Background: an optimization exercise with open tools, aiming at a short achievable clock period and few clock cycles. Do not read the settings as production practice.
In this exercise RTL edits were held to simulation tests only and were not proved equivalent to the original.
Power and IR drop assume default switching activity.

==> flow/design.v, too long to show whole: its modules and the start of the top module <==
// module c1_filter: 12 lines
// module c1_nhseq: 292 lines
// module c1fc: 941 lines
module c1fc #(
    parameter SHORT_FRAME_PARITY = 0
) (
    input  wire       clk,
    input  wire       rst,           
    input  wire       cmd_valid,
    input  wire [7:0] cmd_data,
    input  wire       cmd_last,
    output wire       cmd_ready,
    output wire       rsp_valid,
    output wire [7:0] rsp_data,
    output wire       rsp_last,
    input  wire       rsp_ready
);
  // ...
==> flow/run.sh <==
#!/bin/bash
# synth_recipe.tcl (not shown) runs the flow's synth.tcl, then flattens the netlist and writes it again
# the make line also repeats each setting of config.mk as NAME=value (left out here)
make -C /OpenROAD-flow-scripts/flow DESIGN_CONFIG=/design/flow/config.mk WORK_HOME=/design/flow/orfs CLKGATE_MAP_FILE= SYNTH_SCRIPT=/design/flow/synth_recipe.tcl finish
==> flow/config.mk <==
export PLATFORM = sky130hd
export DESIGN_NAME = c1fc
export DESIGN_NICKNAME = c1fc
export VERILOG_FILES = /design/flow/design.v
export SDC_FILE = /design/flow/constraint.sdc
export NUM_CORES = 4
export LEC_CHECK = 0
export ABC_CLOCK_PERIOD_IN_PS = 3000
export CAP_MARGIN = 20
export CORE_MARGIN = 2
export CORE_UTILIZATION = 40
export SLEW_MARGIN = 20
==> flow/constraint.sdc <==
create_clock -name core_clock -period 10.0 [get_ports {clk}]
set_input_delay 2.0000 -clock core_clock [delete_from_list [all_inputs] [get_ports {clk}]]
set_output_delay 2.0000 -clock core_clock [all_outputs]
set_load 0.01 [all_outputs]
==> impl_metrics.py, run 1 <==
metrics = {
    "status": {
        "status": "complete, no violations",
    },
    "worst_setup_path": {
        "worstSetupPathType": "reg2reg",
        "cp-endpoint": "bq_key[36]",
        "arrival_ps": 5750,
        "path_cells": "inv_1 > a211oi_1 > o211a_1 > o211ai_1 > buf_4 > nor2_1 > a21oi_1 > nor2_4 > buf_4",
        "critPathLaunch": "o_enc",
    },
    "final_layout": {
        "largest_reg_flops": 512,
        "diodes": 53,
        "nFillCells": 31500,
        "multi_input_gates": 12100,
        "final_cell_mix": "nand2_1 (2645), nor2_1 (1564), a21oi_1 (1489)",
        "area_growth_pct": 8.08,
        "nClkBuffers": 275,
        "inverters": 197,
        "multi_input_area_sq_um": 73900,
        "buffers_excl_clock": 436,
        "final_common_cell": "nand2_1",
        "largest_register": "rbuf",
        "finalNonFillerCells": 19100,
    },
    "yosys": {
        "synth_area_leaders": "edfxtp_1 (29%), nand2_1 (7.8%), dfxtp_1 (7.6%), a21oi_1 (5.9%), mux2i_1 (5.3%)",
        "synth_xor_area_frac": 0.0784,
        "synthAdderAreaFrac": 0.0150,
        "avgSynthCellArea_sq_um": 8.17,
        "ys_types": 109,
        "synth_most_common_cell": "nand2_1",
        "ys_seq_area_frac": 0.370,
    },
    "die": {
        "taps": 4180,
    },
    "timing": {
        "slew_violations": 0,
        "finalCriticalPeriod_ps": 5210,
    },
    "clock_network": {
        "postCtsSetupRepairBufs": 0,
        "cts_sinks": 1735,
        "clockBufferDepth": 4,
        "htree_num_levels": 4,
        "cts_made_buffers": 205,
        "ctsResizeCount": 0,
    },
    "power_and_ir_drop": {
        "p_leak_nw": 51.8,
        "power.switching_w": 0.0122,
        "power_frac_clock": 0.276,
        "comb_cell_power_w": 0.0113,
    },
    "detailed_routing": {
        "top_layer": "met5",
        "antenna_left": 0,
        "wl_um": 649000,
    },
    "placement": {
        "pre_cts_ws_ps": 4900,
    },
    "hold_path": {
        "hold_path_end": "p_hp",
    },
}
Testbench counts, summed over its fixed seeds: cycles 20,595.
==> module c1fc, before the edit <==
module c1fc #(
    parameter SHORT_FRAME_PARITY = 0
) (
    input  wire       clk,
    input  wire       rst,           
    input  wire       cmd_valid,
    input  wire [7:0] cmd_data,
    input  wire       cmd_last,
    output wire       cmd_ready,
    output wire       rsp_valid,
    output wire [7:0] rsp_data,
    output wire       rsp_last,
    input  wire       rsp_ready
);
    localparam [47:0] TAPS     = 48'h0E882B0AD621;
    localparam [15:0] CRC_INIT = 16'h6363;
    localparam        K1       = 2;         
    localparam [2:0] ST_OK       = 3'd0,
                     ST_ILLEGAL  = 3'd1,
                     ST_RESERVED = 3'd2,
                     ST_LENGTH   = 3'd3,
                     ST_NOTKEYED = 3'd4,
                     ST_PARITY   = 3'd5,
                     ST_CRC      = 3'd6;
    localparam [1:0] PK_KS1 = 2'd0, PK_KS2 = 2'd1, PK_ENC = 2'd2, PK_DEC = 2'd3;
    function ff(input [47:0] s);
        reg a0, b1, b2, a3, b4;
        begin
            a0 = ((s[9]  | s[11]) ^ (s[9]  & s[15])) ^ (s[13] & ((s[9]  ^ s[11]) | s[15]));
            b1 = ((s[17] & s[19]) | s[21]) ^ ((s[17] ^ s[19]) & (s[21] | s[23]));
            b2 = ((s[25] & s[27]) | s[29]) ^ ((s[25] ^ s[27]) & (s[29] | s[31]));
            a3 = ((s[33] | s[35]) ^ (s[33] & s[39])) ^ (s[37] & ((s[33] ^ s[35]) | s[39]));
            b4 = ((s[41] & s[43]) | s[45]) ^ ((s[41] ^ s[43]) & (s[45] | s[47]));
            ff = (a0 | ((b1 | b4) & (a3 ^ b4))) ^ ((a0 ^ (b1 & a3)) & ((b2 ^ a3) | (b1 & b4)));
        end
    endfunction
    function [15:0] crc8(input [15:0] c, input [7:0] b);
        integer i;
        reg [15:0] x;
        begin
            x = c;
            for (i = 0; i < 8; i = i + 1)
                x = (x[0] ^ b[i]) ? ((x >> 1) ^ 16'h8408) : (x >> 1);
            crc8 = x;
        end
    endfunction
    integer i, j, e, q;
    function [63:0] rotl(input [63:0] x, input integer k);
        rotl = (x << k) | (x >> (64 - k));
    endfunction
    function [1:0] nsm1(input [3:0] n);
        nsm1 = (n <= 4'd2) ? 2'd0 : (n <= 4'd4) ? 2'd1 : (n <= 4'd6) ? 2'd2 : 2'd3;
    endfunction
    reg  [47:0] lfsr;
    reg         keyed;
    reg  [31:0] clkcnt;
    reg  [15:0] crcacc;
    reg  [5:0]  errsticky;
    reg  [2:0]  lastst;
    reg  [47:0] snap;           
    reg  [31:0] snapcnt;
    reg  [3:0]  cinc;           
    reg  [511:0] rbuf;
    reg  [63:0]  rfirst;        
    reg  [63:0]  wb_oh;         
    reg  [6:0]   p_pos;         
    reg  [6:0]   wbase;         
    reg  [6:0]   cmt;           
    reg  [6:0]   o_rd;
    reg          o_v, o_l;
    reg  [7:0]   o_d;
    reg        sp_25, sp_31, sp_56;
    assign rsp_valid = o_v;
    assign rsp_data  = o_d;
    assign rsp_last  = o_l;
    localparam QD = 8;
    reg  [9*QD-1:0] qe;
    reg  [QD-1:0]   qv;         
    reg             crdy;
    assign cmd_ready = crdy;
    wire            push = cmd_valid & crdy;
    wire            pop, pop2;
    reg  [9*QD-1:0] qen;
    reg  [QD-1:0]   qvn;
    always @* begin
        qen = qe; qvn = qv;
        if (pop2) begin
            qen = qe >> 18; qvn = qv >> 2;
        end else if (pop) begin
            qen = qe >> 9; qvn = qv >> 1;
        end
        if (push) begin
            for (i = 0; i < QD; i = i + 1)
                if (!qvn[i] && (i == 0 || qvn[(i + QD - 1) % QD]))
                    qen[9*i +: 9] = {cmd_last, cmd_data};
            qvn = {qvn[QD-2:0], 1'b1};
        end
    end
    always @(posedge clk) begin
        qe <= qen;
        if (rst) begin
            qv <= {QD{1'b0}}; crdy <= 1'b1;
        end else begin
            qv <= qvn; crdy <= ~qvn[QD-1];
        end
    end
    wire       hv = qv[0];
    wire [7:0] hd = qe[7:0];
    wire       hl = qe[8];
    wire       hv1 = qv[1];
    wire [7:0] hd1 = qe[16:9];
    wire       hl1 = qe[17];
    reg  [7:0]  a_op;
    reg  [15:0] a_cnt;          
    reg  [5:0]  a_idx;          
    reg         a_busy;         
    reg  [7:0]  a_b1, a_b2, a_b3, a_b4;
    reg  [47:0] a_kreg;         
    reg  [15:0] a_crc;
    reg         a_stp;          
    reg         a_tl, a_t1;     
    reg  [7:0]  a_tb, a_tbh;    
    reg  [1:0]  a_sub;          
    reg  [8:0]  a_ksacc;
    reg         a_pf;           
    reg  [5:0]  a_nf;           
    reg  [2:0]  a_rem;          
    reg         a_nfnz;         
    reg  [3:0]  a_r;            
    reg  [3:0]  d_vb, d_jp, d_nd;
    reg  [1:0]  d_nsm1;         
    reg         d_hp;
    reg         c_legal, c_rsv, c_rng, c_nk;
    reg  [16:0] c_exp;          
    reg  [6:0]  c_len;          
    reg  [3:0]  c_wn;           
    reg  [11:0] c_nb;           
    reg         bq_v;
    reg  [7:0]  bq_op;
    reg  [7:0]  bq_b1, bq_b4;
    reg  [47:0] bq_key;
    reg  [15:0] bq_crc;
    reg         bq_legal, bq_lenok, bq_rsv, bq_rng, bq_nk, bq_isdec, bq_isnh, bq_pre;
    reg         bq_brst, bq_disc, bq_load, bq_cfdec;
    reg  [6:0]  bq_len;
    reg  [3:0]  bq_wn;
    reg  [11:0] bq_nb;
    reg         p_v;
    reg         p_vd;           
    reg  [1:0]  p_kind;
    reg         p_first, p_last;
    reg  [8:0]  p_ks;
    reg  [7:0]  p_dat;
    reg  [3:0]  p_n, p_r, p_jp;
    reg         p_hp, p_cpar;
    reg  [5:0]  p_off;
    reg  [7:0]  p_acc;
    reg  [2:0]  p_accn;
    reg  [7:0]  p_pb;
    reg  [15:0] p_crc;
    reg         p_crcnz;
    reg         p_bad;
    wire        b_fire;
    wire       first  = !a_busy || a_t1;
    wire [7:0] o      = a_op;
    reg        m, o_c1, o_bit, o_nib, o_word, o_encb, o_decb, o_enc, o_dec, o_cf, o_crcl;
    reg        o_slow, o_d33;
    reg  [1:0] o_nsm1;
    reg  [3:0] o_cn;
    wire       h_c1   = (hd[7:4] == 4'h2) && (hd[3:2] != 2'b00);
    wire       h_bit  = (hd[7:1] == 7'h12);
    wire       h_nib  = (hd[7:1] == 7'h13);
    wire       h_word = (hd[7:1] == 7'h15);
    wire       h_encb = (hd[7:1] == 7'h16);
    wire       h_decb = (hd[7:1] == 7'h17);
    wire       in_tail = a_tl;
    reg        i_1, i_2, i_3, i_1to4, i_3to34, i_ge4, i_3to32;
    reg        w_c1, w_enc, w_dec, r_slow, r_ts, r_cstep;
    reg  [1:0] r_nsm1;
    reg  [3:0] r_cn;
    reg  [8:0] r_cnoh;          
    reg  [7:0]  dcmp;
    always @* begin
        for (i = 0; i < 8; i = i + 1)
            dcmp[i] = (i < d_jp) ? hd[i] : ((i < 7) ? hd[(i + 1) & 7] : 1'b0);
    end
    wire        cpar = hd[d_jp[2:0]];
    wire        b1_cflag = a_b1[0];
    wire        tail_starts = r_ts && hl;
    wire [7:0]  tbyte = in_tail ? a_tb : hd;
    reg  [7:0] cin;
    reg  [3:0] cn;
    reg        ce, cstep;
    always @* begin
        cin = 8'd0; ce = 1'b0;
        cn    = r_cn;
        cstep = r_cstep;
        if (in_tail || w_enc) begin
            cin = m ? tbyte : 8'd0;
        end else if (w_c1) begin
            cin   = (o_encb | o_decb) ? (m ? hd : 8'd0) : hd;
            ce    = o_encb ? 1'b0 : m;
        end else if (w_dec) begin
            cin = m ? dcmp : 8'd0; ce = m;
        end
    end
    wire produce = in_tail || w_c1 || w_enc || w_dec;
    wire slow    = r_slow;
    reg [48*9-1:0] st0;
    reg [8:0]      ks0;
    always @* begin
        st0[47:0] = lfsr;
        for (j = 0; j < 8; j = j + 1) begin
            ks0[j] = ff(st0[48*j +: 48]);
            st0[48*(j+1) +: 48] = {(^(st0[48*j +: 48] & TAPS)) ^ cin[j], st0[48*j+1 +: 47]};
        end
        ks0[8] = ff(st0[48*8 +: 48]);
    end
    reg  [5:0] sl_in;           
    reg  [3:0] a_suboh;         
    reg  [1:0] r_nlast;         
    wire [1:0] cin1 = a_suboh[0] ? cin[1:0] : sl_in[1:0];
    reg [48*3-1:0] st1;
    reg [2:0]      ks1;
    reg            sn0, sn1;
    always @* begin
        ks1[0] = ff(lfsr);
        sn0    = (^(lfsr & TAPS)) ^ cin1[0] ^ ks1[0];
        ks1[1] = sn0 ? ff({1'b1, lfsr[47:1]}) : ff({1'b0, lfsr[47:1]});
        sn1    = (^({1'b0, lfsr[47:1]} & TAPS)) ^ cin1[1] ^ ks1[1];
        ks1[2] = sn1 ? ff({2'b10, lfsr[47:2]}) : ff({2'b00, lfsr[47:2]});
        st1    = {sn1, sn0, lfsr[47:2], sn0, lfsr[47:1], lfsr};
    end
    wire       last_sub = !slow || (a_sub == r_nsm1);
    wire [1:0] n1      = last_sub ? r_nlast : 2'd2;
    reg [8:0] ksv;
    always @* begin
        ksv = a_ksacc;
        for (i = 0; i < 4; i = i + 1)
            if (a_suboh[i]) begin
                ksv[2*i]     = ks1[0];
                ksv[2*i + 1] = ks1[1];
                ksv[2*i + 2] = ks1[2];
            end
        if (!slow) ksv = ks0;
        if (!cstep) ksv = 9'd0;
    end
    reg  [47:0] st0_sel;
    always @* begin
        st0_sel = 48'd0;
        for (j = 0; j <= 8; j = j + 1)
            st0_sel = st0_sel | (st0[48*j +: 48] & {48{r_cnoh[j]}});
    end
    wire [47:0] lfsr_a = slow ? st1[48*n1 +: 48] : st0_sel;
    wire [3:0]  ncnt   = slow ? {2'd0, n1} : cn;
    reg  [6:0] need;
    always @* begin
        need = 7'd8;
        if (o_enc) need = 7'd39;
        if (o_dec) need = 7'd33;
    end
    wire hazard   = produce && bq_v;
    wire nospace  = produce && (o_enc ? !sp_25 : o_dec ? !sp_31 : !sp_56);
    wire finishing = in_tail ? a_t1 : (hl && !tail_starts && last_sub);
    wire hand_ok  = !bq_v || b_fire;
    wire act      = (in_tail || hv) && !hazard && !nospace && !(finishing && !hand_ok);
    wire sp_ok    = o_enc ? sp_25 : o_dec ? sp_31 : sp_56;
    wire a_step   = cstep && produce && (in_tail || hv) && !bq_v && sp_ok;    
    assign pop    = hv && act && last_sub && (!in_tail || (a_t1 && !hl));
    wire       h_enc  = (hd == 8'h12) || (hd[7:1] == 7'h18);
    wire       h_dec  = (hd == 8'h13) || (hd[7:1] == 7'h19);
    wire       h_crcl = (hd == 8'h16) || (hd == 8'h17);
    wire       mg_ok  = !a_busy && !a_tl && hv1 && !hl && !h_c1 && (!hl1 || hand_ok);
    assign     pop2   = pop && mg_ok;
    wire       finishing2 = pop2 && hl1;
    wire       m_rsv  = ((hd == 8'h11) & hd1[7]) |
                        ((hd == 8'h14) & (hd1[7:4] != 4'd0)) |
                        ((h_enc | h_dec) & (hd1[7:1] != 7'd0)) |
                        ((hd == 8'h15) & (hd1 != 8'd0));
    wire [16:0] m_exp = h_crcl ? 17'd2 + {9'd0, hd1} : t_exp;
    wire       m_rng  = h_crcl & ((hd1 > 8'd32) | ((hd == 8'h17) & (hd1 < 8'd2)));
    wire       m_lenok = h_crcl ? (hd1 == 8'd0) : (t_exp == 17'd2);
    wire       m_rngh = h_crcl & (hd == 8'h17);
    reg        t_legal, t_nk;
    reg [16:0] t_exp;
    reg [6:0]  t_len;
    reg [3:0]  t_wn;
    always @* begin
        t_legal = 1'b1; t_nk = 1'b0; t_exp = 17'd0; t_len = 7'd1; t_wn = 4'd1;
        case (hd)
        8'h00, 8'h02, 8'h03, 8'h18, 8'h20: t_exp = 17'd1;
        8'h01: begin t_exp = 17'd1; t_len = 7'd8; t_wn = 4'd8; end
        8'h1A: begin t_exp = 17'd1; t_len = 7'd3; t_wn = 4'd3; end
        8'h22: begin t_exp = 17'd1; t_len = 7'd2; t_wn = 4'd2; t_nk = 1'b1; end
        8'h23: begin t_exp = 17'd1; t_len = 7'd7; t_wn = 4'd7; end
        8'h10: begin t_exp = 17'd2; t_len = 7'd2; t_wn = 4'd2; end
        8'h11, 8'h14: begin t_exp = 17'd2; t_len = 7'd4; t_wn = 4'd4; end
        8'h19: t_exp = 17'd2;
        8'h24, 8'h25, 8'h26, 8'h27, 8'h28, 8'h29:
               begin t_exp = 17'd2; t_len = 7'd2; t_nk = 1'b1; end
        8'h2C, 8'h2D, 8'h2E, 8'h2F:
               begin t_exp = 17'd2; t_len = 7'd3; t_nk = 1'b1; end
        8'h2A, 8'h2B: begin t_exp = 17'd5; t_len = 7'd5; t_nk = 1'b1; end
        8'h40: begin t_exp = 17'd6; t_len = 7'd5; t_wn = 4'd0; end
        8'h21: t_exp = 17'd7;
        8'h16: begin t_len = 7'd3; t_wn = 4'd3; end
        8'h17: begin t_len = 7'd2; t_wn = 4'd2; end
        8'h15: begin t_len = 7'd2; t_wn = 4'd2; end
        8'h12, 8'h13: ;
        8'h30, 8'h31, 8'h32, 8'h33: t_nk = 1'b1;
        default: t_legal = 1'b0;
        endcase
    end
    wire [8:0]  f_tot   = {1'b0, hd} + {7'd0, b1_cflag, 1'b0};    
    wire [11:0] f_nb    = f_tot * 9;
    wire [8:0]  f_nby   = (f_nb + 12'd7) >> 3;
    wire [15:0] s_nb    = {hd, a_b2};                               
    wire [16:0] s_len   = 17'd4 + ((s_nb + 17'd7) >> 3);
    reg         s_mul9;
    reg  [5:0]  s_n;
    always @* begin
        s_mul9 = 1'b0;
        s_n    = 6'd0;
        for (q = 1; q <= 32; q = q + 1) begin
            if (s_nb == 9 * q) begin
                s_mul9 = 1'b1;
                s_n    = q;
            end
        end
    end
    wire [8:0]  s_nbe   = (s_nb > 16'd288) ? 9'd288 : s_nb[8:0];
    reg        c_legal_n, c_rsv_n, c_rng_n, c_nk_n;
    reg [16:0] c_exp_n;
    reg [6:0]  c_len_n;
    reg [3:0]  c_wn_n;
    reg [11:0] c_nb_n;
    always @* begin
        c_legal_n = c_legal; c_rsv_n = c_rsv; c_rng_n = c_rng; c_nk_n = c_nk;
        c_exp_n = c_exp; c_len_n = c_len; c_wn_n = c_wn; c_nb_n = c_nb;
        if (first) begin
            c_legal_n = t_legal; c_nk_n = t_nk; c_exp_n = t_exp; c_len_n = t_len; c_wn_n = t_wn;
            c_rsv_n = 1'b0; c_rng_n = 1'b0;
        end else if (i_1) begin
            c_rsv_n = ((o == 8'h11) & hd[7]) |
                      (((o == 8'h14) | o_nib) & (hd[7:4] != 4'd0)) |
                      (o_bit & (hd[7:1] != 7'd0)) |
                      ((o_enc | o_dec) & (hd[7:1] != 7'd0)) |
                      ((o == 8'h15) & (hd != 8'd0));
            if (o_crcl) begin
                c_exp_n = 17'd2 + {9'd0, hd};
                c_rng_n = (hd > 8'd32) | ((o == 8'h17) & (hd < 8'd2));
            end
        end else if (i_2) begin
            if (o_enc) begin
                c_exp_n = 17'd3 + {9'd0, hd};
                c_rng_n = (hd == 8'd0) | (f_tot > 9'd32);
                c_len_n = 7'd3 + {1'b0, f_nby[5:0]};
                c_wn_n  = 4'd3;
                c_nb_n  = f_nb;
            end
        end else if (i_3) begin
            if (o_dec || o == 8'h15) begin
                c_exp_n = s_len;
            end
            if (o_dec) begin
                c_rng_n = ~s_mul9 | (b1_cflag & (s_n < 6'd3));
                c_len_n = 7'd1 + {1'b0, (b1_cflag ? s_n - 6'd2 : s_n)};
            end
            if (o == 8'h15)
                c_rng_n = (s_nb != 16'd4);
        end
    end
    wire [7:0]  op_n  = first ? hd : a_op;
    wire [15:0] cnt_n = first ? 16'd1 : (a_cnt == 16'hFFFF) ? a_cnt : a_cnt + 16'd1;
    wire [7:0]  b1_n  = i_1 ? hd : a_b1;
    wire [7:0]  b4_n  = (a_idx == 6'd4) ? hd : a_b4;
    wire [47:0] key_n = first ? a_kreg : {hd, a_kreg[47:8]};
    wire [15:0] crc_n = (!first && (w_enc || (o_crcl && !i_1))) ? crc8(a_crc, hd) : a_crc;
    reg  [16:0] c_expm1;        
    wire        sets_exp = (i_1 && o_crcl) || (i_2 && o_enc) || (i_3 && (o_dec || o == 8'h15));
    wire        rng_h   = first ? 1'b0 : sets_exp ? (o_crcl ? (o == 8'h17) : 1'b1) : c_rng;
    wire        lenok_n = in_tail  ? ({1'b0, a_cnt} == c_exp) :
                          first    ? (t_exp == 17'd1) :
                          sets_exp ? ((hd == 8'd0) && (!i_3 || a_b2 == 8'd0)) :
                                     ({1'b0, a_cnt} == c_expm1);
    wire        ge0   = (hd != 8'd0) || (a_b2[7:3] != 5'd0);        
    wire [3:0]  vb0   = ge0 ? 4'd8 : {1'b0, a_b2[2:0]};
    wire [5:0]  nf0   = ge0 ? s_nbe[8:3] - 6'd1 : 6'd0;
    wire [3:0]  vb1   = a_nfnz ? 4'd8 : {1'b0, a_rem};
    wire [3:0]  r1    = (a_r == 4'd0) ? 4'd8 : a_r - 4'd1;
    wire [3:0]  jp1   = (d_jp == 4'd8) ? 4'd0 : d_jp + 4'd1;
    wire        hp1   = (d_jp != 4'd7) && (a_nfnz || (jp1 < {1'b0, a_rem}));
    wire [3:0]  nd1   = vb1 - {3'd0, hp1};
    wire       nx_c1   = first ? h_c1 : o_c1;
    wire       nx_word = first ? h_word : o_word;
    wire       nx_enc  = first ? ((hd == 8'h12) || (hd[7:1] == 7'h18)) : o_enc;
    wire       nx_dec  = first ? ((hd == 8'h13) || (hd[7:1] == 7'h19)) : o_dec;
    wire       nx_cf   = first ? (hd[7:4] == 4'h3) : o_cf;
    wire       nx_slow = first ? (h_c1 && !h_encb && hd[0]) : o_slow;
    wire       nx_d33  = first ? (hd == 8'h33) : o_d33;
    wire [1:0] nx_onsm1 = first ? (h_bit ? 2'd0 : h_nib ? 2'd1 : 2'd3) : o_nsm1;
    wire [3:0] nx_ocn  = first ? (h_bit ? 4'd1 : h_nib ? 4'd4 : 4'd8) : o_cn;
    wire       nx_i1to4  = first || (i_1to4 && !(a_idx == 6'd4));
    wire       nx_i3to34 = !first && (i_2 || (i_3to34 && !(a_idx == 6'd34)));
    wire       nx_i3to32 = !first && (i_2 || (i_3to32 && !(a_idx == 6'd32)));
    wire       nx_ige4   = !first && (i_3 || i_ge4);
    wire [3:0] nx_vb   = i_3 ? vb0 : w_dec ? vb1 : d_vb;
    wire [3:0] nx_nd   = i_3 ? vb0 : w_dec ? nd1 : d_nd;
    wire       nx_wc1  = nx_c1 && (nx_word ? nx_i1to4 : first);
    wire       nx_wenc = nx_enc && nx_i3to34;
    wire       nx_wdec = nx_dec && nx_ige4 && (nx_vb != 4'd0);
    wire [3:0] nx_cn   = nx_wenc ? 4'd8 : nx_wc1 ? nx_ocn : nx_wdec ? nx_nd : 4'd0;
    always @(posedge clk) begin
        if (pop) begin
            w_c1    <= nx_wc1;
            w_enc   <= nx_wenc;
            w_dec   <= nx_wdec;
            r_slow  <= (nx_slow && nx_wc1) || (nx_d33 && nx_wdec);
            r_nsm1  <= nx_wdec ? nsm1(nx_nd) : nx_onsm1;
            r_nlast <= (nx_cn == 4'd0) ? 2'd0 : nx_cn[0] ? 2'd1 : 2'd2;
            r_ts    <= nx_enc && b1_n[0] && nx_i3to32;
            r_cn    <= nx_cn;
            r_cnoh  <= 9'd1 << nx_cn;
            r_cstep <= nx_wenc ? nx_cf : nx_wc1 ? 1'b1 : nx_wdec ? nx_cf : 1'b0;
        end
        if (act && (tail_starts || (finishing && !(in_tail && pop)))) begin
            w_c1 <= 1'b0; w_enc <= 1'b0; w_dec <= 1'b0; r_slow <= 1'b0; r_ts <= 1'b0;
            r_cn    <= tail_starts ? 4'd8 : 4'd0;
            r_cnoh  <= tail_starts ? 9'h100 : 9'h001;
            r_cstep <= tail_starts && o_cf;
        end
        if (rst) begin
            w_c1 <= 1'b0; w_enc <= 1'b0; w_dec <= 1'b0; r_slow <= 1'b0; r_ts <= 1'b0;
            r_cn <= 4'd0; r_cnoh <= 9'h001; r_cstep <= 1'b0;
        end
    end
    always @(posedge clk) begin
        if (b_fire) bq_v <= 1'b0;
        p_v <= 1'b0;
        p_vd <= 1'b0;
        if (act) begin
            if (slow && !last_sub) begin
                a_sub   <= a_sub + 2'd1;
                a_suboh <= {a_suboh[2:0], 1'b0};
                a_ksacc <= ksv;
                sl_in   <= a_suboh[0] ? cin[7:2] : {2'd0, sl_in[5:2]};
            end else begin
                a_sub   <= 2'd0;
                a_suboh <= 4'd1;
            end
            if (a_step) a_stp <= 1'b1;
            if (pop) begin
                c_legal <= c_legal_n; c_rsv <= c_rsv_n; c_rng <= c_rng_n; c_nk <= c_nk_n;
                c_exp <= c_exp_n; c_expm1 <= c_exp_n - 17'd1; c_len <= c_len_n; c_wn <= c_wn_n; c_nb <= c_nb_n;
                a_cnt <= cnt_n;
                i_1 <= first; i_2 <= !first && i_1; i_3 <= !first && i_2;
                i_1to4  <= first || (i_1to4 && !(a_idx == 6'd4));
                i_3to34 <= !first && (i_2 || (i_3to34 && !(a_idx == 6'd34)));
                i_3to32 <= !first && (i_2 || (i_3to32 && !(a_idx == 6'd32)));
                i_ge4   <= !first && (i_3 || i_ge4);
                if (first) begin
                    a_busy <= 1'b1;
                    a_op   <= hd;
                    m      <= hd[0];
                    o_c1   <= h_c1;
                    o_bit  <= h_bit;
                    o_nib  <= h_nib;
                    o_word <= h_word;
                    o_encb <= h_encb;
                    o_decb <= h_decb;
                    o_enc  <= (hd == 8'h12) || (hd[7:1] == 7'h18);
                    o_dec  <= (hd == 8'h13) || (hd[7:1] == 7'h19);
                    o_cf   <= (hd[7:4] == 4'h3);
                    o_crcl <= (hd == 8'h16) || (hd == 8'h17);
                    o_slow <= h_c1 && !h_encb && hd[0];
                    o_d33  <= (hd == 8'h33);
                    o_nsm1 <= h_bit ? 2'd0 : h_nib ? 2'd1 : 2'd3;
                    o_cn   <= h_bit ? 4'd1 : h_nib ? 4'd4 : 4'd8;
                    a_idx  <= 6'd1;
                    a_crc  <= CRC_INIT;
                    a_pf   <= 1'b1;
                end else begin
                    if (a_idx != 6'd63) a_idx <= a_idx + 6'd1;
                    a_b1   <= b1_n;
                    if (i_2) a_b2 <= hd;
                    if (i_3) a_b3 <= hd;
                    a_b4   <= b4_n;
                    a_kreg <= key_n;
                    a_crc  <= crc_n;
                    if (i_3) begin
                        a_nf   <= nf0;
                        a_rem  <= ge0 ? s_nbe[2:0] : 3'd0;
                        a_nfnz <= (s_nbe >= 9'd16);
                        a_r    <= 4'd0;
                        d_vb   <= vb0;
                        d_jp   <= 4'd8;
                        d_hp   <= 1'b0;
                        d_nd   <= vb0;
                        d_nsm1 <= nsm1(vb0);
                    end
                    if (w_dec) begin
                        a_nf   <= a_nfnz ? a_nf - 6'd1 : 6'd0;
                        a_rem  <= a_nfnz ? a_rem : 3'd0;
                        a_nfnz <= a_nfnz && (a_nf != 6'd1);
                        a_r    <= r1;
                        d_vb   <= vb1;
                        d_jp   <= jp1;
                        d_hp   <= hp1;
                        d_nd   <= nd1;
                        d_nsm1 <= nsm1(nd1);
                    end
                end
                if (tail_starts) begin
                    a_tl  <= 1'b1;
                    a_tb  <= crc_n[7:0];
                    a_tbh <= crc_n[15:8];
                end
            end
            if (in_tail && !a_t1) begin
                a_t1 <= 1'b1;
                a_tb <= a_tbh;
            end
            if (produce && last_sub) begin
                p_v     <= 1'b1;
                p_vd    <= w_dec;
                a_pf    <= pop && first;
                p_first <= a_pf;
                p_kind  <= o_c1 ? ((o_encb | o_decb) ? PK_KS2 : PK_KS1) : o_enc ? PK_ENC : PK_DEC;
                p_last  <= in_tail ? a_t1 : (hl && !tail_starts);
                p_ks    <= ksv;
                p_dat   <= w_dec ? dcmp : tbyte;
                p_n     <= cn;
                p_r     <= a_r;
                p_jp    <= d_jp;
                p_hp    <= d_hp;
                p_cpar  <= cpar;
            end
            if (pop2) begin
                a_cnt   <= 16'd2;
                a_idx   <= 6'd2;
                i_1 <= 1'b0; i_2 <= 1'b1; i_3 <= 1'b0; i_1to4 <= 1'b1;
                i_3to34 <= 1'b0; i_3to32 <= 1'b0; i_ge4 <= 1'b0;
                a_b1    <= hd1;
                a_kreg  <= {hd1, a_kreg[47:8]};
                c_rsv   <= m_rsv;
                c_exp   <= m_exp;
                c_expm1 <= m_exp - 17'd1;
                c_rng   <= m_rng;
            end
            if (finishing2) begin
                a_busy   <= 1'b0;
                bq_v     <= 1'b1;
                bq_op    <= hd;
                bq_brst  <= 1'b0;
                bq_disc  <= 1'b0;
                bq_load  <= (hd == 8'h21);
                bq_cfdec <= (hd[7:1] == 7'h19);
                bq_isdec <= h_dec;
                bq_isnh  <= (hd == 8'h40);
                bq_b1    <= hd1;
                bq_b4    <= a_b4;
                bq_key   <= {hd1, a_kreg[47:8]};
                bq_crc   <= CRC_INIT;
                bq_legal <= t_legal;
                bq_pre   <= t_legal & m_lenok & ~m_rsv & ~m_rngh;
                bq_lenok <= m_lenok;
                bq_rsv   <= m_rsv;
                bq_rng   <= m_rngh;
                bq_nk    <= t_nk;
                bq_len   <= t_len;
                bq_wn    <= t_wn;
                bq_nb    <= c_nb;
            end
            if (finishing) begin
                a_busy   <= in_tail && pop;
                a_tl     <= 1'b0;
                a_t1     <= 1'b0;
                a_stp    <= 1'b0;
                bq_v     <= 1'b1;
                bq_op    <= in_tail ? a_op : op_n;
                bq_brst  <= first && !in_tail && (hd == 8'h03);
                bq_disc  <= first && !in_tail && (hd == 8'h20);
                bq_load  <= !first && (a_op == 8'h21);
                bq_cfdec <= !first && (a_op[7:1] == 7'h19);
                bq_isdec <= (first && !in_tail) ? 1'b0 : o_dec;
                bq_isnh  <= (first && !in_tail) ? 1'b0 : (a_op == 8'h40);
                bq_b1    <= b1_n;
                bq_b4    <= b4_n;
                bq_key   <= key_n;
                bq_crc   <= crc_n;
                bq_legal <= in_tail ? c_legal : c_legal_n;
                bq_pre   <= (in_tail ? (c_legal & ~c_rsv & ~c_rng) : (c_legal_n & ~c_rsv_n & ~rng_h)) & lenok_n;
                bq_lenok <= lenok_n;
                bq_rsv   <= in_tail ? c_rsv : c_rsv_n;
                bq_rng   <= in_tail ? c_rng : rng_h;
                bq_nk    <= in_tail ? c_nk : c_nk_n;
                bq_len   <= (first && !in_tail) ? t_len : c_len;
                bq_wn    <= (first && !in_tail) ? t_wn : c_wn;
                bq_nb    <= c_nb;
            end
        end
        if (rst) begin
            a_busy <= 1'b0;
            a_tl   <= 1'b0;
            a_t1   <= 1'b0;
            a_sub  <= 2'd0;
            a_suboh <= 4'd1;
            a_stp  <= 1'b0;
            bq_v   <= 1'b0;
            p_v    <= 1'b0;
            p_vd   <= 1'b0;
        end
    end
    reg  [5:0]  pc_off;
    reg  [7:0]  pc_acc, pc_pb;
    reg  [2:0]  pc_accn;
    reg  [15:0] pc_crc;
    reg         pc_bad;
    reg         pw0, pw1;
    reg  [7:0]  pd0, pd1;
    reg  [6:0]  pc_pos;
    reg  [5:0]  pn_off;
    reg  [7:0]  pn_acc, pn_pb;
    reg  [2:0]  pn_accn;
    reg  [15:0] pn_crc;
    reg         pn_bad;
    reg  [8:0]  u9;
    reg  [15:0] comb;
    reg  [7:0]  plain, pshift, fbyte;
    reg         pexp;
    always @* begin
        pc_off  = p_first ? 6'd0     : p_off;
        pc_acc  = p_first ? 8'd0     : p_acc;
        pc_accn = p_first ? 3'd0     : p_accn;
        pc_pb   = p_first ? 8'd0     : p_pb;
        pc_crc  = p_first ? CRC_INIT : p_crc;
        pc_bad  = p_first ? 1'b0     : p_bad;
        pn_off = pc_off; pn_acc = pc_acc; pn_accn = pc_accn; pn_pb = pc_pb;
        pn_crc = pc_crc; pn_bad = pc_bad;
        pw0 = 1'b0; pw1 = 1'b0; pd0 = 8'd0; pd1 = 8'd0;
        pc_pos = p_first ? (wbase + ((p_kind == PK_ENC) ? 7'd3 : 7'd1)) : p_pos;
        u9 = 9'd0; comb = 16'd0; plain = 8'd0; pshift = 8'd0; fbyte = 8'd0; pexp = 1'b0;
        if (p_v) begin
            case (p_kind)
            PK_KS1: begin
                pw0 = 1'b1;
                pd0 = p_ks[7:0] & ((p_n == 4'd1) ? 8'h01 : (p_n == 4'd4) ? 8'h0F : 8'hFF);
                pn_off = pc_off + 6'd1;
            end
            PK_KS2: begin
                pw0 = 1'b1; pw1 = 1'b1;
                pd0 = p_dat ^ p_ks[7:0];
                pd1 = p_ks[7:0];
            end
            PK_ENC: begin
                u9   = {(~^p_dat) ^ p_ks[8], p_dat ^ p_ks[7:0]};
                comb = {8'd0, pc_acc} | ({7'd0, u9} << pc_accn);
                pw0  = 1'b1;
                pd0  = comb[7:0];
                if (pc_accn == 3'd7 || p_last) begin
                    pw1    = 1'b1;
                    pd1    = comb[15:8];
                    pn_off = pc_off + 6'd2;
                    pn_acc = 8'd0;
                end else begin
                    pn_off = pc_off + 6'd1;
                    pn_acc = comb[15:8];
                end
                pn_accn = pc_accn + 3'd1;
            end
            PK_DEC: begin
                plain  = p_dat ^ p_ks[7:0];
                pshift = plain << p_r;
                for (i = 0; i < 8; i = i + 1)
                    fbyte[i] = (i < p_r) ? pc_pb[i] : pshift[i];
                if (p_hp) begin
                    pexp   = p_cpar ^ p_ks[p_jp];
                    pw0    = 1'b1;
                    pd0    = fbyte;
                    pn_off = pc_off + 6'd1;
                    pn_crc = crc8(pc_crc, fbyte);
                    pn_bad = pc_bad | (pexp != ~^fbyte);
                    pn_pb  = plain >> p_jp;
                end else begin
                    pn_pb  = fbyte;
                end
            end
            endcase
        end
    end
    always @(posedge clk) begin
        if (p_v) begin
            p_pos  <= pc_pos + {5'd0, pw1, pw0 & !pw1};
            p_acc  <= pn_acc;
            p_accn <= pn_accn;
            p_pb   <= pn_pb;
            p_crc  <= pn_crc;
            p_crcnz <= (pn_crc != 16'h0000);
            p_bad  <= pn_bad;
        end
    end
    wire [7:0]  op  = bq_op;
    wire [7:0]  b1  = bq_b1;
    wire [7:0]  b4  = bq_b4;
    wire        cflag = b1[0];
    wire is_status = (op == 8'h01);
    wire is_clrerr = (op == 8'h02);
    wire is_breset = bq_brst;
    wire is_par    = (op == 8'h10);
    wire is_short  = (op == 8'h11);
    wire is_enc4   = (op == 8'h14);
    wire is_dec4   = (op == 8'h15);
    wire is_crc    = (op == 8'h16);
    wire is_crcchk = (op == 8'h17);
    wire is_crcini = (op == 8'h18);
    wire is_crcupd = (op == 8'h19);
    wire is_crcrd  = (op == 8'h1A);
    wire is_disc   = bq_disc;
    wire is_load   = bq_load;
    wire is_peek   = (op == 8'h22);
    wire is_rdst   = (op == 8'h23);
    wire is_cfdec  = bq_cfdec;
    wire is_nh     = bq_isnh;
    wire is_dec    = bq_isdec;
    wire [2:0] chk_status = ~bq_legal  ? ST_ILLEGAL  :
                            ~bq_lenok  ? ST_LENGTH   :
                            bq_rsv     ? ST_RESERVED :
                            bq_rng     ? ST_LENGTH   :
                            (bq_nk & ~keyed) ? ST_NOTKEYED :
                                         ST_OK;
    wire chk_ok  = bq_pre & ~(bq_nk & ~keyed);
    wire dec_bad = is_dec & p_bad;
    wire dec_crc = is_dec & cflag & p_crcnz;
    wire [2:0] fin_status = !chk_ok ? chk_status : dec_bad ? ST_PARITY : dec_crc ? ST_CRC : ST_OK;
    wire fin_ok = chk_ok & ~dec_bad & ~dec_crc;
    wire pk = ff(lfsr);
    reg  [55:0] bpay;
    always @* begin
        bpay = 56'd0;
        if (is_status) bpay = {clkcnt, 5'd0, lastst, 2'd0, errsticky, 7'd0, keyed};
        if (is_par)    bpay[7:0]  = {7'd0, ~^b1};
        if (is_short)  bpay[23:0] = {1'b0, b1[6:0], 8'd0, 8'd7};
        if (is_enc4)   bpay[23:0] = {4'd0, b1[3:0], 8'd0, 8'd4};
        if (is_dec4)   bpay[7:0]  = {4'd0, b4[3:0]};
        if (is_crc)    bpay[15:0] = bq_crc;
        if (is_crcchk) bpay[7:0]  = {7'd0, (bq_crc == 16'h0000)};
        if (is_crcrd)  bpay[15:0] = crcacc;
        if (is_peek)   bpay[7:0]  = {7'd0, pk};
        if (is_rdst)   bpay[47:0] = lfsr;
        if (op == 8'h12 || op[7:1] == 7'h18) bpay[15:0] = {4'd0, bq_nb};
    end
    wire [63:0] bvec = {bpay, 5'd0, fin_status};
    wire [3:0]  bwn  = fin_ok ? bq_wn : 4'd1;
    wire [6:0]  blen = fin_ok ? bq_len : 7'd1;
    assign b_fire = bq_v && !(is_dec && p_vd) && sp_56 && !(b2_v && (b2_nh || b2_two));
    wire [6:0] u_hold = wbase - o_rd;
    wire [6:0] u_ok   = wbase + bq_len - o_rd;
    wire [6:0] u_fail = wbase + 7'd1 - o_rd;
    wire [6:0] u_nx   = !b_fire ? u_hold : fin_ok ? u_ok : u_fail;
    always @(posedge clk) begin
        if (rst) begin
            sp_25 <= 1'b1; sp_31 <= 1'b1; sp_56 <= 1'b1;
        end else begin
            sp_25 <= (u_nx <= 7'd25);
            sp_31 <= (u_nx <= 7'd31);
            sp_56 <= (u_nx <= 7'd56);
        end
    end
    wire [286:0] nhs;
    c1_nhseq u_nhseq (.y(bq_key[47:16]), .s(nhs));
    reg  [46:0] nh_win;
    reg  [3:0]  nh_fine;
    wire [31:0] nh_out = nh_win[nh_fine +: 32];
    reg         b2_v, b2_nh, b2_first;
    reg  [7:0]  b2_lane;
    reg  [63:0] b2_oh;
    reg  [63:0] b2_vec;
    reg  [6:0]  b2_cmt;
    wire        b2_two  = (b2_lane[7:4] != 4'd0);
    wire [3:0]  bw_lane = (b2_v && !b2_nh) ? b2_lane[3:0] : 4'd0;
    wire [63:0] bw_oh   = b2_oh;
    wire [63:0] bw_vec  = b2_vec;
    reg  [7:0]  b_lanes;
    always @* begin
        for (j = 0; j < 8; j = j + 1)
            b_lanes[j] = (j < bwn);
        if (fin_ok && is_nh) b_lanes = 8'h1F;
    end
    wire [6:0]  wb_ok  = wbase + bq_len;
    reg  [63:0] wb_okoh;
    always @* begin
        wb_okoh = 64'd0;
        wb_okoh[wb_ok[5:0]] = 1'b1;
    end
    always @(posedge clk) begin
        b2_v <= b_fire || (b2_v && (b2_nh || b2_two));
        if (b2_v && b2_nh) begin
            b2_nh  <= 1'b0;
            b2_vec <= {24'd0, nh_out, 8'd0};
        end else if (b2_v && b2_two) begin
            b2_oh    <= rotl(b2_oh, 4);
            b2_vec   <= b2_vec >> 32;
            b2_lane  <= b2_lane >> 4;
            b2_first <= 1'b0;
        end
        if (b2_v && !b2_nh && !b2_two)
            cmt <= b2_cmt;
        if (b_fire) begin
            b2_first <= 1'b1;
            b2_nh   <= fin_ok && is_nh;
            b2_lane <= b_lanes;
            b2_oh   <= wb_oh;
            b2_vec  <= bvec;
            b2_cmt  <= wbase + blen;
            nh_win  <= nhs[{bq_key[15:12], 4'd0} +: 47];
            nh_fine <= bq_key[11:8];
        end
        cinc   <= a_step ? ncnt : 4'd0;
        clkcnt <= clkcnt + {28'd0, cinc};
        if (a_step)
            lfsr   <= lfsr_a;
        if (b_fire) begin
            wbase <= wbase + blen;
            wb_oh <= fin_ok ? wb_okoh : rotl(wb_oh, 1);
            if (!chk_ok) begin
                lfsr   <= snap;
                clkcnt <= snapcnt;
            end else begin
                if (is_breset) begin
                    lfsr <= 48'd0; keyed <= 1'b0; clkcnt <= 32'd0; crcacc <= CRC_INIT;
                end
                if (is_crcini) crcacc <= CRC_INIT;
                if (is_crcupd) crcacc <= crc8(crcacc, b1);
                if (is_disc) begin
                    lfsr <= 48'd0; keyed <= 1'b0; clkcnt <= 32'd0;
                end
                if (is_load) begin
                    lfsr <= bq_key; keyed <= 1'b1; clkcnt <= 32'd0;
                end
                if (is_cfdec && (dec_bad || dec_crc)) begin
                    lfsr <= 48'd0; keyed <= 1'b0; clkcnt <= 32'd0;
                end
            end
            if (fin_ok && (is_clrerr || is_breset))
                errsticky <= 6'd0;
            else if (!fin_ok)
                errsticky <= errsticky | (6'd1 << (fin_status - 3'd1));
            if (!is_status)
                lastst <= fin_status;
        end
        if (rst) begin
            lfsr      <= 48'd0;
            keyed     <= 1'b0;
            clkcnt    <= 32'd0;
            crcacc    <= CRC_INIT;
            errsticky <= 6'd0;
            lastst    <= ST_OK;
            wbase     <= 7'd0;
            wb_oh     <= 64'd1;
            cmt       <= 7'd0;
            b2_v      <= 1'b0;
            cinc      <= 4'd0;
        end
    end
    reg [47:0] lfsr_b;
    reg [31:0] cnt_b;
    always @* begin
        lfsr_b = lfsr; cnt_b = clkcnt + {28'd0, cinc};
        if (b_fire) begin
            if (!chk_ok) begin
                lfsr_b = snap; cnt_b = snapcnt;
            end else if (is_breset || is_disc || (is_cfdec && (dec_bad || dec_crc))) begin
                lfsr_b = 48'd0; cnt_b = 32'd0;
            end else if (is_load) begin
                lfsr_b = bq_key; cnt_b = 32'd0;
            end
        end
    end
    always @(posedge clk) begin
        if (!a_stp && (!bq_v || b_fire)) begin
            snap    <= a_step ? lfsr   : lfsr_b;
            snapcnt <= cnt_b;
        end
    end
    reg        w_e0, w_e1;
    reg  [7:0] w_d0, w_d1;
    reg  [5:0] w_pos;
    always @(posedge clk) begin
        w_e0  <= pw0 && !rst;
        w_e1  <= pw1 && !rst;
        w_d0  <= pd0;
        w_d1  <= pd1;
        w_pos <= pc_pos[5:0];
    end
    wire o_can  = (o_rd != cmt);
    wire o_take = (!o_v || rsp_ready);
    wire [6:0] o_nx = o_rd + 7'd1;
    reg  [63:0] o_oh;           
    reg  [7:0]  o_rdat;
    reg         o_rfn;
    always @* begin
        o_rdat = 8'd0;
        o_rfn  = 1'b0;
        for (e = 0; e < 64; e = e + 1) begin
            o_rdat = o_rdat | (rbuf[8*e +: 8] & {8{o_oh[e]}});
            o_rfn  = o_rfn | (rfirst[(e + 1) & 63] & o_oh[e]);
        end
    end
    always @(posedge clk) begin
        for (e = 0; e < 64; e = e + 1) begin
            for (j = 0; j < 4; j = j + 1)
                if (bw_lane[j] && bw_oh[(e - j) & 63]) begin
                    rbuf[8*e +: 8] <= bw_vec[8*j +: 8];
                    rfirst[e]      <= (j == 0) && b2_first;
                end
            if (w_e0 && w_pos == e) begin
                rbuf[8*e +: 8] <= w_d0;
                rfirst[e]      <= 1'b0;
            end
            if (w_e1 && ((w_pos + 6'd1) & 6'h3F) == e) begin
                rbuf[8*e +: 8] <= w_d1;
                rfirst[e]      <= 1'b0;
            end
        end
        if (o_take && o_can) begin
            o_d <= o_rdat;
            o_l <= (o_nx == cmt) || o_rfn;
        end
        if (rst) begin
            o_v   <= 1'b0;
            o_rd  <= 7'd0;
            o_oh  <= 64'd1;
        end else if (o_take) begin
            o_v <= o_can;
            if (o_can) begin
                o_rd <= o_nx;
                o_oh <= rotl(o_oh, 1);
            end
        end
    end
endmodule
==> inputs of run 2 (changes only) <==
--- a/flow/design.v
+++ b/flow/design.v
@@ -1057,5 +1057,5 @@
     wire [3:0]  bwn  = fin_ok ? bq_wn : 4'd1;
     wire [6:0]  blen = fin_ok ? bq_len : 7'd1;
-    assign b_fire = bq_v && !(is_dec && p_vd) && sp_56 && !(b2_v && (b2_nh || b2_two));
+    assign b_fire = bq_v && !(is_dec && p_vd) && sp_56 && !b2_blk;
     wire [6:0] u_hold = wbase - o_rd;
     wire [6:0] u_ok   = wbase + bq_len - o_rd;
@@ -1077,4 +1077,5 @@
     wire [31:0] nh_out = nh_win[nh_fine +: 32];
     reg         b2_v, b2_nh, b2_first;
+    reg         b2_blk;         
     reg  [7:0]  b2_lane;
     reg  [63:0] b2_oh;
@@ -1099,4 +1100,5 @@
     always @(posedge clk) begin
         b2_v <= b_fire || (b2_v && (b2_nh || b2_two));
+        b2_blk <= b_fire ? ((fin_ok && is_nh) || b_lanes[4]) : (b2_v && b2_nh);
         if (b2_v && b2_nh) begin
             b2_nh  <= 1'b0;
@@ -1164,4 +1166,5 @@
             cmt       <= 7'd0;
             b2_v      <= 1'b0;
+            b2_blk    <= 1'b0;
             cinc      <= 4'd0;
         end
--- a/flow/config.mk
+++ b/flow/config.mk
@@ -10,3 +10,4 @@
 export CORE_MARGIN = 2
 export CORE_UTILIZATION = 40
+export PLACE_DENSITY = 0.45
 export SLEW_MARGIN = 20
==> run 2 against run 1 <==
Still clean. Hold slack got worse by 0.52 ps. Critical path depth increased by 7. Total power increased by 2.5%. Critical endpoint is now c_expm1[14]. Largest power group unchanged.
==> impl_metrics.py, run 2 <==
metrics = {
    "clock_network": {
        "postCtsHoldBufs": 0,
        "cts_sinks": 1736,
        "postCtsSetupRepairBufs": 0,
        "clockBufferDepth": 4,
        "ctsResizeCount": 0,
        "cts_made_buffers": 216,
        "clkLatencyLatePin_ps": 970,
        "cts_tree": "done",
        "path_clk_slew_ps": 60,
        "cts-root-buf": "clkbuf_16",
        "htree_num_levels": 4,
    },
    "placement": {
        "pre_cts_ws_ps": 4500,
        "portBuffers": 23,
        "dp.cells": 18500,
        "hpwl_um": 492000,
        "gp_congestion": 1.12,
    },
    "die": {
        "start_util": 0.402,
        "rows": 207,
        "dieWidth_um": 569,
        "io_pins": 24,
        "dieArea_sq_um": 324000,
        "fp.dieH_um": 569,
        "coreArea_sq_um": 318000,
    },
    "timing": {
        "rsz0062_at_grt": "false",
        "tightestPinTransition_ps": 1480,
        "hold_violations": 0,
        "slew_violations": 0,
        "fmax_mhz": 180,
        "clock_skew_ps": 84.2,
        "finalCriticalPeriod_ps": 5550,
        "setup_slack_ps": 4450,
        "relSlewSlack": 0.0138,
        "setup_viol": 0,
        "setup_tns_ps": 0,
        "min_period_over_period": 0.555,
    },
    "worst_setup_path": {
        "cp_top_family": "simple AND/OR/NAND/NOR gates",
        "required_ps": 10700,
        "arrival_ps": 6250,
        "worstSetupPathType": "reg2reg",
        "path_cells": "buf_4 > nor2_1 > nand2_1 > o21a_2 > o211ai_4 > buf_12 > inv_2 > nand2_1 > buf_4 > nand2_2 > inv_2 > a221o_1 > nor4_1 > nand2_1 > o31ai_1 > o31ai_1",
        "crit_path_top_delay_cell": "nand2_2",
        "critPathMaxFanout": 119,
        "max_stage_delay_ps": 590,
        "cpMostUsedCell": "nand2_1",
        "cp-end-kind": "register",
        "critPathBufInv": 5,
        "start_kind": "register",
    },
    "power_and_ir_drop": {
        "p_leak_nw": 52.4,
        "p_total_w": 0.0307,
        "p_per_area_nw_per_um2": 221,
        "vdd.ir_drop.worst_mv": 0.167,
    },
    "grt": {
        "antenna_found_initial": 82,
        "first_global_vias": 115000,
        "grtUsageTotal": 0.439,
        "overflow": 0,
        "grt_max_degree": 157,
        "grt_pass1_wl_um": 995000,
    },
    "yosys": {
        "ys.flop_type": "edfxtp_1",
        "yosys-top-cells-count": "nand2_1 (2421), nor2_1 (1609), a21oi_1 (1498)",
        "ys_seq_area_frac": 0.370,
        "synth_area_sq_um": 128000,
        "synth_most_common_cell": "nand2_1",
        "synth_top_area_cell": "edfxtp_1",
        "syn-num-nets": 15700,
        "yosys_warnings": 1,
        "ys_ff_latch": 1736,
        "synthCells": 15500,
        "synth-edff-count": 1252,
        "avgSynthCellArea_sq_um": 8.25,
        "synth.top_cell.area_share": 0.294,
        "synth_area_leaders": "edfxtp_1 (29%), dfxtp_1 (7.6%), nand2_1 (7.1%), a21oi_1 (5.9%), mux2i_1 (5.6%)",
        "ys_types": 108,
        "ys_async_sr_fraction": 0,
    },
    "hold_path": {
        "min_path_type": "reg2reg",
    },
    "final_layout": {
        "final_cell_mix": "nand2_1 (2413), nor2_1 (1589), a21oi_1 (1495)",
        "final_common_cell": "nand2_1",
        "area_growth_pct": 8.68,
        "layout.nets": 14800,
        "largest_register": "rbuf",
        "finalNonFillerCells": 19000,
        "largest_reg_flops": 512,
        "nFillCells": 31200,
        "top_regs": "rbuf: 512 flops, qe: 72 flops",
        "drive_above_1_share": 0.0865,
    },
    "detailed_routing": {
        "wl_per_cell_um": 38.5,
        "antenna_left": 0,
        "vias_per_cell": 6.75,
        "wl_um": 733000,
        "drtIter0Drc": 20300,
        "first_pass_iters": 7,
        "drcViolationCount": 0,
        "dr_total_vias": 129000,
    },
    "flow_run": {
        "drv_cap": 0,
    },
    "status": {
        "status": "complete, no violations",
    },
}
## run 2: cells by family after synthesis
family / count (synthesis) / synth area share
adder cells (fa/ha/maj): 146 / 0.0150
XOR/XNOR: 1093 / 0.0779
AND/OR/NAND/NOR: 5191 / 0.174
multiplexers: 957 / 0.0880
buffers and inverters: 1813 / 0.0541
flip-flops: 1736 / 0.370
AO/OA/AOI/OAI: 4562 / 0.221
## run 2: final cells by class
cell class / count / area [sq um] / area share
clock inverters: 101 / 1220 / 0.00877
repair buffers: 487 / 3930 / 0.0283
inverters: 207 / 791 / 0.00569
flip-flops and latches: 1736 / 47400 / 0.341
multi-input cells: 11900 / 74200 / 0.533
well taps: 4180 / 5230 / 0.0376
diodes: 76 / 190 / 0.00137
clock buffers: 302 / 6110 / 0.0440
## run 2: per-stage QoR
stage	utilization	hold slack, ps	instance area (sq um)
floorplan	-	400	128000
global placement	0.412	405	131000
detailed placement	0.412	417	131000
CTS	0.435	428	139000
finish	0.437	420	139000
global route	0.437	440	139000
## run 2: worst paths after layout
path | to | startpoint | slack [ps] | cells past startpoint
min reg2reg | bq_nb[8] | c_nb[8] | 420 | 0
min | bq_nb[8] | c_nb[8] | 420 | 0
max | c_expm1[14] | a_tl | 4450 | 16
max reg2reg | c_expm1[14] | a_tl | 4450 | 16
## run 2: layer usage
layer	track usage	vias to the layer above	wire, um
met5	0	-	186
met4	0.338	30	69900
met3	0.137	2748	85700
met2	0.645	9595	308000
met1	0.533	62100	269000
li1	-	54100	-
## run 2: where the power goes
| part | internal, W | total, W | switching [W] |
|---|---|---|---|
| Clock | 0.00484 | 0.00836 | 0.00352 |
| Sequential | 0.00889 | 0.0102 | 0.00132 |
| Combinational | 0.00415 | 0.0121 | 0.00798 |
| Total | 0.0179 | 0.0307 | 0.0128 |
Testbench counts of run 2, summed over its fixed seeds: cycles 20,595.

==> afterwards: timing with drivers on the ports <==
The flow's constraints put no driver on any port. The routed layouts listed below were extracted and timed again, unchanged, in two steps.
Step 1 assumes that a clkbuf_16 drives the clock port and a buf_2 every other input.
Step 2 times the ports against the registers' clock, not the clock port: input delays grow and output delays shrink by t, the midpoint of the rising clock arrivals with the driver on.
a / b / c = ideal ports / drivers / drivers and shift; a / b = the first two.
run | t (ns) | slack for setup (ns) | hold slack, ns | worst register clock-pin slew, ns
run 1 | 1.027 | 4.788 / 4.788 / 4.788 | 0.420 / 0.420 / 0.420 | 0.08 / 0.08
run 2 | 1.028 | 4.451 / 4.451 / 4.451 | 0.420 / 0.420 / 0.420 | 0.08 / 0.08
After both steps setup and hold are still met in every run listed.
